This design comes from an exercise in tuning for small area on the open sky130 flow, not from production work.
The RTL was checked by simulation tests, not by an equivalence proof against the original design.
Power is estimated from default activity; no workload was simulated.

==> run P: inputs <==
// n8_busdbg
module n8_busdbg (
    input  wire        clk,
    input  wire        rst,
    input  wire        tick_i,
    input  wire [15:0] cpu_addr,
    input  wire        cpu_rw,       
    input  wire        cpu_sync,
    input  wire [7:0]  cpu_wdata,
    input  wire [15:0] cpu_pc,       
    output reg  [7:0]  cpu_rdata,
    output reg         cpu_irq,
    output reg  [15:0] ram_addr,
    output reg         ram_we,
    output reg  [7:0]  ram_wdata,
    input  wire [7:0]  ram_rdata,
    input  wire        tty_in_valid,
    input  wire [7:0]  tty_in_data,
    output reg         tty_out_valid,
    output wire [7:0]  tty_out_data,
    input  wire        host_valid,
    input  wire [7:0]  host_op,
    input  wire [15:0] host_addr,
    input  wire [7:0]  host_wdata,
    output reg         host_resp_valid,
    output reg  [1:0]  host_resp_status,
    output reg  [31:0] host_resp_data
);
clock: 10.0 ns
lec_check: 0
cap_margin: 20
core_margin: 2
core_utilization: 40
place_density: 0.6
slew_margin: 20
run.sh (not shown) runs the stock make flow with config.mk's settings and CLKGATE_MAP_FILE= SYNTH_SCRIPT=/design/flow/synth_recipe.tcl, a recipe that flattens the netlist after the stock synthesis.
==> run H: changes against run P <==
--- a/flow/design.v
+++ b/flow/design.v
@@ -63,17 +63,16 @@
     localparam RS_WPA    = 4'd6;
     localparam RS_WPT    = 4'd7;
     localparam RS_BYTE   = 4'd8;
     localparam RS_QCOUNT = 4'd9;
     localparam NBP    = 8;    
     localparam NWP    = 8;    
     localparam QDEPTH = 16;   
     integer i;
-    reg  [7:0]  fb [0:255];              
     reg  [7:0]  q_mem [0:QDEPTH-1];      
     reg  [3:0]  q_rd;
     reg  [3:0]  q_wr;
     reg  [4:0]  q_count;
     reg  [7:0]  irq_cell;                
     reg  [NBP-1:0] bp_valid;
     reg  [15:0]    bp_addr [0:NBP-1];
     reg  [NWP-1:0] wp_rd;
@@ -152,21 +151,40 @@
     wire        do_clr_bp = hop & ((host_op == OP_CLR_BP) | (z_bp & (host_op == OP_REMOVE_Z)));
     wire        wp_type_ok = (host_wdata == 8'd2) | (host_wdata == 8'd3) | (host_wdata == 8'd4);
     wire        do_set_wp = hop & wp_type_ok & ((host_op == OP_SET_WP) | (host_op == OP_INSERT_Z));
     wire        do_clr_wp = hop & wp_type_ok & ((host_op == OP_CLR_WP) | (host_op == OP_REMOVE_Z));
     wire        wtype_w   = (host_wdata == 8'd2) | (host_wdata == 8'd4);
     wire        wtype_r   = (host_wdata == 8'd3) | (host_wdata == 8'd4);
     wire        inject_push = hop & (host_op == OP_TTY_INJECT) & ~q_full;
     wire        tty_flush   = hop & (host_op == OP_TTY_RESET);
-    wire       fb_we = tick ? (~cpu_rw & is_fb) : (hop & (host_op == OP_FB_WRITE));
-    wire [7:0] fb_rd = fb[a[7:0]];
-    always @(posedge clk) begin
-        if (fb_we) fb[a[7:0]] <= ram_wdata;
-    end
+    wire         fb_we = tick ? (~cpu_rw & is_fb) : (hop & (host_op == OP_FB_WRITE));
+    wire [255:0] fb_sel;
+    wire [255:0] fb_wen;
+    wire [2047:0] fb_flat;
+    wire [7:0]   fb_rd;
+    wire [15:0] fb_lo_n = ~(16'd1 << a[3:0]);
+    wire [15:0] fb_hi_n = ~(16'd1 << a[7:4]);
+    wire [15:0] fb_hw_n = fb_hi_n | {16{~fb_we}};
+    n8_busdbg_nor256 u_fb_dec  (.hn(fb_hi_n), .ln(fb_lo_n), .sel(fb_sel));
+    n8_busdbg_nor256 u_fb_wdec (.hn(fb_hw_n), .ln(fb_lo_n), .sel(fb_wen));
+    wire [63:0] fb_wd;
+    genvar gk;
+    generate
+        for (gk = 0; gk < 8; gk = gk + 1) begin : wdc
+            n8_busdbg_mux2x8 u_wd (.s(tick), .a(cpu_wdata), .b(host_wdata), .y(fb_wd[8*gk +: 8]));
+        end
+        for (gk = 0; gk < 256; gk = gk + 1) begin : fbk
+            reg [7:0] r;                     
+            assign fb_flat[8*gk +: 8] = r;
+            always @(posedge clk)
+                if (fb_wen[gk]) r <= fb_wd[8*(gk / 32) +: 8];
+        end
+    endgenerate
+    n8_busdbg_rmux256 u_fb_rmux (.sel(fb_sel), .d(fb_flat), .y(fb_rd));
     always @(*) begin
         cpu_rdata = ram_rdata;
         if (is_fb) begin
             cpu_rdata = fb_rd;
         end else if (is_tty) begin
             case (tty_reg)
                 4'd1:    cpu_rdata = 8'hFF;
                 4'd2:    cpu_rdata = {7'd0, q_ne_pumped};
@@ -359,8 +377,55 @@
             RS_WPA:    host_resp_data = {16'd0, wp_hit_addr};
             RS_WPT:    host_resp_data = {30'd0, wp_type_hit, wp_type_rd};
             RS_BYTE:   host_resp_data = {24'd0, byte_q};
             RS_QCOUNT: host_resp_data = {27'd0, q_count};
             default:   host_resp_data = 32'd0;
         endcase
     end
 endmodule
+module n8_busdbg_nor256 (
+    input  wire [15:0]  hn,
+    input  wire [15:0]  ln,
+    output wire [255:0] sel
+);
+    genvar k;
+    generate
+        for (k = 0; k < 256; k = k + 1) begin : s
+            assign sel[k] = ~(hn[k / 16] | ln[k % 16]);
+        end
+    endgenerate
+endmodule
+module n8_busdbg_rmux256 (
+    input  wire [255:0]  sel,
+    input  wire [2047:0] d,
+    output wire [7:0]    y
+);
+    genvar b, g;
+    generate
+        for (b = 0; b < 8; b = b + 1) begin : bit_
+            wire [85:0] t;                   
+            for (g = 0; g < 85; g = g + 1) begin : grp
+                n8_busdbg_aoi222 u (
+                    .a1(sel[3*g]),   .a2(d[8*(3*g)   + b]),
+                    .b1(sel[3*g+1]), .b2(d[8*(3*g+1) + b]),
+                    .c1(sel[3*g+2]), .c2(d[8*(3*g+2) + b]),
+                    .y(t[g]));
+            end
+            assign t[85] = ~(sel[255] & d[8*255 + b]);
+            assign y[b] = ~&t;
+        end
+    endgenerate
+endmodule
+module n8_busdbg_aoi222 (
+    input  wire a1, a2, b1, b2, c1, c2,
+    output wire y
+);
+    assign y = ~((a1 & a2) | (b1 & b2) | (c1 & c2));
+endmodule
+module n8_busdbg_mux2x8 (
+    input  wire       s,
+    input  wire [7:0] a,
+    input  wire [7:0] b,
+    output wire [7:0] y
+);
+    assign y = s ? a : b;
+endmodule
==> flow/flow/run.sh (new file) <==
#!/bin/bash
set -euo pipefail
cat >> config.mk <<'EOC'
export BUFFER_PORTS_ARGS = -buffer_cell sky130_fd_sc_hd__buf_1
export CTS_ARGS = -sink_clustering_enable -repair_clock_nets -sink_clustering_size 30 -sink_clustering_max_diameter 60 -buf_list sky130_fd_sc_hd__clkbuf_16 -dont_use_dummy_load
EOC
bash standard.sh synth > synth_make.log 2>&1
bash standard.sh finish > layout_make.log 2>&1
==> flow/standard.sh (new file) <==
#!/bin/bash
# synth_recipe.tcl (not shown) runs the flow's synth.tcl, then flattens the netlist and writes it again
# the make line also repeats each setting of config.mk as NAME=value (left out here)
make -C /OpenROAD-flow-scripts/flow DESIGN_CONFIG=/design/flow/config.mk WORK_HOME=/design/flow/orfs CLKGATE_MAP_FILE= SYNTH_SCRIPT=/design/flow/synth_recipe.tcl "${@:-finish}"
Settings changed: BUFFER_PORTS_ARGS set to -buffer_cell sky130_fd_sc_hd__buf_1, CORE_UTILIZATION 40 to 58, CTS_ARGS set to -sink_clustering_enable -repair_clock_nets -sink_clustering_size 30 -sink_clustering_max_diameter 60 -buf_list sky130_fd_sc_hd__clkbuf_16 -dont_use_dummy_load, PLACE_DENSITY 0.6 to 0.72, SETUP_SLACK_MARGIN set to 0.2, SYNTH_HIERARCHICAL set to 1.
removed: flow/run.sh
==> run R: changes against run P <==
--- a/flow/design.v
+++ b/flow/design.v
@@ -63,17 +63,16 @@
     localparam RS_WPA    = 4'd6;
     localparam RS_WPT    = 4'd7;
     localparam RS_BYTE   = 4'd8;
     localparam RS_QCOUNT = 4'd9;
     localparam NBP    = 8;    
     localparam NWP    = 8;    
     localparam QDEPTH = 16;   
     integer i;
-    reg  [7:0]  fb [0:255];              
     reg  [7:0]  q_mem [0:QDEPTH-1];      
     reg  [3:0]  q_rd;
     reg  [3:0]  q_wr;
     reg  [4:0]  q_count;
     reg  [7:0]  irq_cell;                
     reg  [NBP-1:0] bp_valid;
     reg  [15:0]    bp_addr [0:NBP-1];
     reg  [NWP-1:0] wp_rd;
@@ -152,21 +151,40 @@
     wire        do_clr_bp = hop & ((host_op == OP_CLR_BP) | (z_bp & (host_op == OP_REMOVE_Z)));
     wire        wp_type_ok = (host_wdata == 8'd2) | (host_wdata == 8'd3) | (host_wdata == 8'd4);
     wire        do_set_wp = hop & wp_type_ok & ((host_op == OP_SET_WP) | (host_op == OP_INSERT_Z));
     wire        do_clr_wp = hop & wp_type_ok & ((host_op == OP_CLR_WP) | (host_op == OP_REMOVE_Z));
     wire        wtype_w   = (host_wdata == 8'd2) | (host_wdata == 8'd4);
     wire        wtype_r   = (host_wdata == 8'd3) | (host_wdata == 8'd4);
     wire        inject_push = hop & (host_op == OP_TTY_INJECT) & ~q_full;
     wire        tty_flush   = hop & (host_op == OP_TTY_RESET);
-    wire       fb_we = tick ? (~cpu_rw & is_fb) : (hop & (host_op == OP_FB_WRITE));
-    wire [7:0] fb_rd = fb[a[7:0]];
-    always @(posedge clk) begin
-        if (fb_we) fb[a[7:0]] <= ram_wdata;
-    end
+    wire         fb_we = tick ? (~cpu_rw & is_fb) : (hop & (host_op == OP_FB_WRITE));
+    wire [255:0] fb_sel;
+    wire [255:0] fb_wen;
+    wire [2047:0] fb_flat;
+    wire [7:0]   fb_rd;
+    wire [15:0] fb_lo_n = ~(16'd1 << a[3:0]);
+    wire [15:0] fb_hi_n = ~(16'd1 << a[7:4]);
+    wire [15:0] fb_hw_n = fb_hi_n | {16{~fb_we}};
+    n8_busdbg_nor256 u_fb_dec  (.hn(fb_hi_n), .ln(fb_lo_n), .sel(fb_sel));
+    n8_busdbg_nor256 u_fb_wdec (.hn(fb_hw_n), .ln(fb_lo_n), .sel(fb_wen));
+    wire [63:0] fb_wd;
+    genvar gk;
+    generate
+        for (gk = 0; gk < 8; gk = gk + 1) begin : wdc
+            n8_busdbg_mux2x8 u_wd (.s(tick), .a(cpu_wdata), .b(host_wdata), .y(fb_wd[8*gk +: 8]));
+        end
+        for (gk = 0; gk < 256; gk = gk + 1) begin : fbk
+            reg [7:0] r;                     
+            assign fb_flat[8*gk +: 8] = r;
+            always @(posedge clk)
+                if (fb_wen[gk]) r <= fb_wd[8*(gk / 32) +: 8];
+        end
+    endgenerate
+    n8_busdbg_rmux256 u_fb_rmux (.sel(fb_sel), .d(fb_flat), .y(fb_rd));
     always @(*) begin
         cpu_rdata = ram_rdata;
         if (is_fb) begin
             cpu_rdata = fb_rd;
         end else if (is_tty) begin
             case (tty_reg)
                 4'd1:    cpu_rdata = 8'hFF;
                 4'd2:    cpu_rdata = {7'd0, q_ne_pumped};
@@ -359,8 +377,55 @@
             RS_WPA:    host_resp_data = {16'd0, wp_hit_addr};
             RS_WPT:    host_resp_data = {30'd0, wp_type_hit, wp_type_rd};
             RS_BYTE:   host_resp_data = {24'd0, byte_q};
             RS_QCOUNT: host_resp_data = {27'd0, q_count};
             default:   host_resp_data = 32'd0;
         endcase
     end
 endmodule
+module n8_busdbg_nor256 (
+    input  wire [15:0]  hn,
+    input  wire [15:0]  ln,
+    output wire [255:0] sel
+);
+    genvar k;
+    generate
+        for (k = 0; k < 256; k = k + 1) begin : s
+            assign sel[k] = ~(hn[k / 16] | ln[k % 16]);
+        end
+    endgenerate
+endmodule
+module n8_busdbg_rmux256 (
+    input  wire [255:0]  sel,
+    input  wire [2047:0] d,
+    output wire [7:0]    y
+);
+    genvar b, g;
+    generate
+        for (b = 0; b < 8; b = b + 1) begin : bit_
+            wire [85:0] t;                   
+            for (g = 0; g < 85; g = g + 1) begin : grp
+                n8_busdbg_aoi222 u (
+                    .a1(sel[3*g]),   .a2(d[8*(3*g)   + b]),
+                    .b1(sel[3*g+1]), .b2(d[8*(3*g+1) + b]),
+                    .c1(sel[3*g+2]), .c2(d[8*(3*g+2) + b]),
+                    .y(t[g]));
+            end
+            assign t[85] = ~(sel[255] & d[8*255 + b]);
+            assign y[b] = ~&t;
+        end
+    endgenerate
+endmodule
+module n8_busdbg_aoi222 (
+    input  wire a1, a2, b1, b2, c1, c2,
+    output wire y
+);
+    assign y = ~((a1 & a2) | (b1 & b2) | (c1 & c2));
+endmodule
+module n8_busdbg_mux2x8 (
+    input  wire       s,
+    input  wire [7:0] a,
+    input  wire [7:0] b,
+    output wire [7:0] y
+);
+    assign y = s ? a : b;
+endmodule
==> flow/flow/run.sh (new file) <==
#!/bin/bash
set -euo pipefail
cat >> config.mk <<'EOC'
export BUFFER_PORTS_ARGS = -buffer_cell sky130_fd_sc_hd__buf_1
export CTS_ARGS = -sink_clustering_enable -repair_clock_nets -sink_clustering_size 34 -sink_clustering_max_diameter 65 -buf_list sky130_fd_sc_hd__clkbuf_16 -dont_use_dummy_load
EOC
bash standard.sh synth > synth_make.log 2>&1
bash standard.sh finish > layout_make.log 2>&1
==> flow/standard.sh (new file) <==
#!/bin/bash
# synth_recipe.tcl (not shown) runs the flow's synth.tcl, then flattens the netlist and writes it again
# the make line also repeats each setting of config.mk as NAME=value (left out here)
make -C /OpenROAD-flow-scripts/flow DESIGN_CONFIG=/design/flow/config.mk WORK_HOME=/design/flow/orfs CLKGATE_MAP_FILE= SYNTH_SCRIPT=/design/flow/synth_recipe.tcl "${@:-finish}"
Settings changed: BUFFER_PORTS_ARGS set to -buffer_cell sky130_fd_sc_hd__buf_1, CORE_UTILIZATION 40 to 58, CTS_ARGS set to -sink_clustering_enable -repair_clock_nets -sink_clustering_size 34 -sink_clustering_max_diameter 65 -buf_list sky130_fd_sc_hd__clkbuf_16 -dont_use_dummy_load, PLACE_DENSITY 0.6 to 0.72, SETUP_SLACK_MARGIN set to 0.2, SYNTH_HIERARCHICAL set to 1.
removed: flow/run.sh
==> results.txt <==
metric                                                                 run H       run R        run P
Count of inverters other than clock inverters in the layout               60          60           49
Die boundary height                                                   417 um      417 um       516 um
Die outline width                                                     417 um      417 um       516 um
Count of nets after finishing                                          6,072       6,062        7,413
Total of warnings raised by yosys                                          9           9            3
Largest net degree at the start of global routing                         72          72          166
Routability-driven placement congestion ratio                          0.944       0.944        0.934
Area fraction in and, or, nand and nor cells after synthesis           6.79%       6.79%        10.6%
Maximum resistive drop on vdd                                       0.188 mV    0.208 mV     0.178 mV
Switching power as a share of total power                              21.2%       21.2%        23.4%
Startpoint of the worst register-to-register path                 q_count[3]  q_count[3]   q_count[2]
Effective utilization at floorplan                                     58.5%       58.5%        40.1%
Synthesized-area fraction occupied by ao, oa, aoi and oai cells        8.42%       8.42%        4.06%
Mux cell area share after synthesis                                    2.81%       2.81%        7.95%
Maximum count of clock buffers along a single path                         3           3            4
Worst slack at placement                                            0.182 ns    0.182 ns     0.359 ns
Clock period minus worst slack                                       9.88 ns     9.84 ns      9.74 ns
Number of DRC markers after the initial detailed-route iteration      11,800      11,200        9,403
Worst-Skew Late Latency                                              0.79 ns     0.83 ns      0.92 ns
Clk slew on worst S/H paths                                          0.07 ns     0.08 ns      0.05 ns
Post-synthesis instance area                                      99,100 um2  99,100 um2  105,000 um2
Multi-input logic area                                            21,000 um2  21,000 um2   27,100 um2
Status                                      no timing/DRC/antenna violations  no timing/DRC/antenna violations  no timing/DRC/antenna violations
Area share of fa/ha/maj cells after synthesis                         0.172%      0.172%       0.162%
Met2 Use GR                                                            46.2%       45.6%        38.0%
Sequential cell area fraction in the yosys report                      76.8%       76.8%        72.5%
Tap cell count                                                         2,218       2,218        3,515

==> afterwards: timing with drivers on the ports <==
How much do the figures lean on ideal ports? The routed layouts below were timed once more, with nothing changed but the port constraints. Step 1, drivers: a clkbuf_16 drives clk and a buf_2 each remaining input, both assumed. Step 2, shift: input delay + t, output delay - t, t = (earliest + latest rising clock arrival at the registers) / 2. This alone moves slack from input paths to output paths. a / b / c = ideal / step 1 / step 2; a / b = the first two.
run	shift t [ns]	setup slack, ns	hold WS [ns]
run P	1.005	0.256 / 0.229 / 0.229	0.485 / 0.485 / 0.485
run H	0.864	0.120 / 0.093 / 0.093	0.469 / 0.469 / 0.469
run R	0.869	0.156 / 0.129 / 0.129	0.473 / 0.473 / 0.473
After both steps every run listed still meets setup and hold.
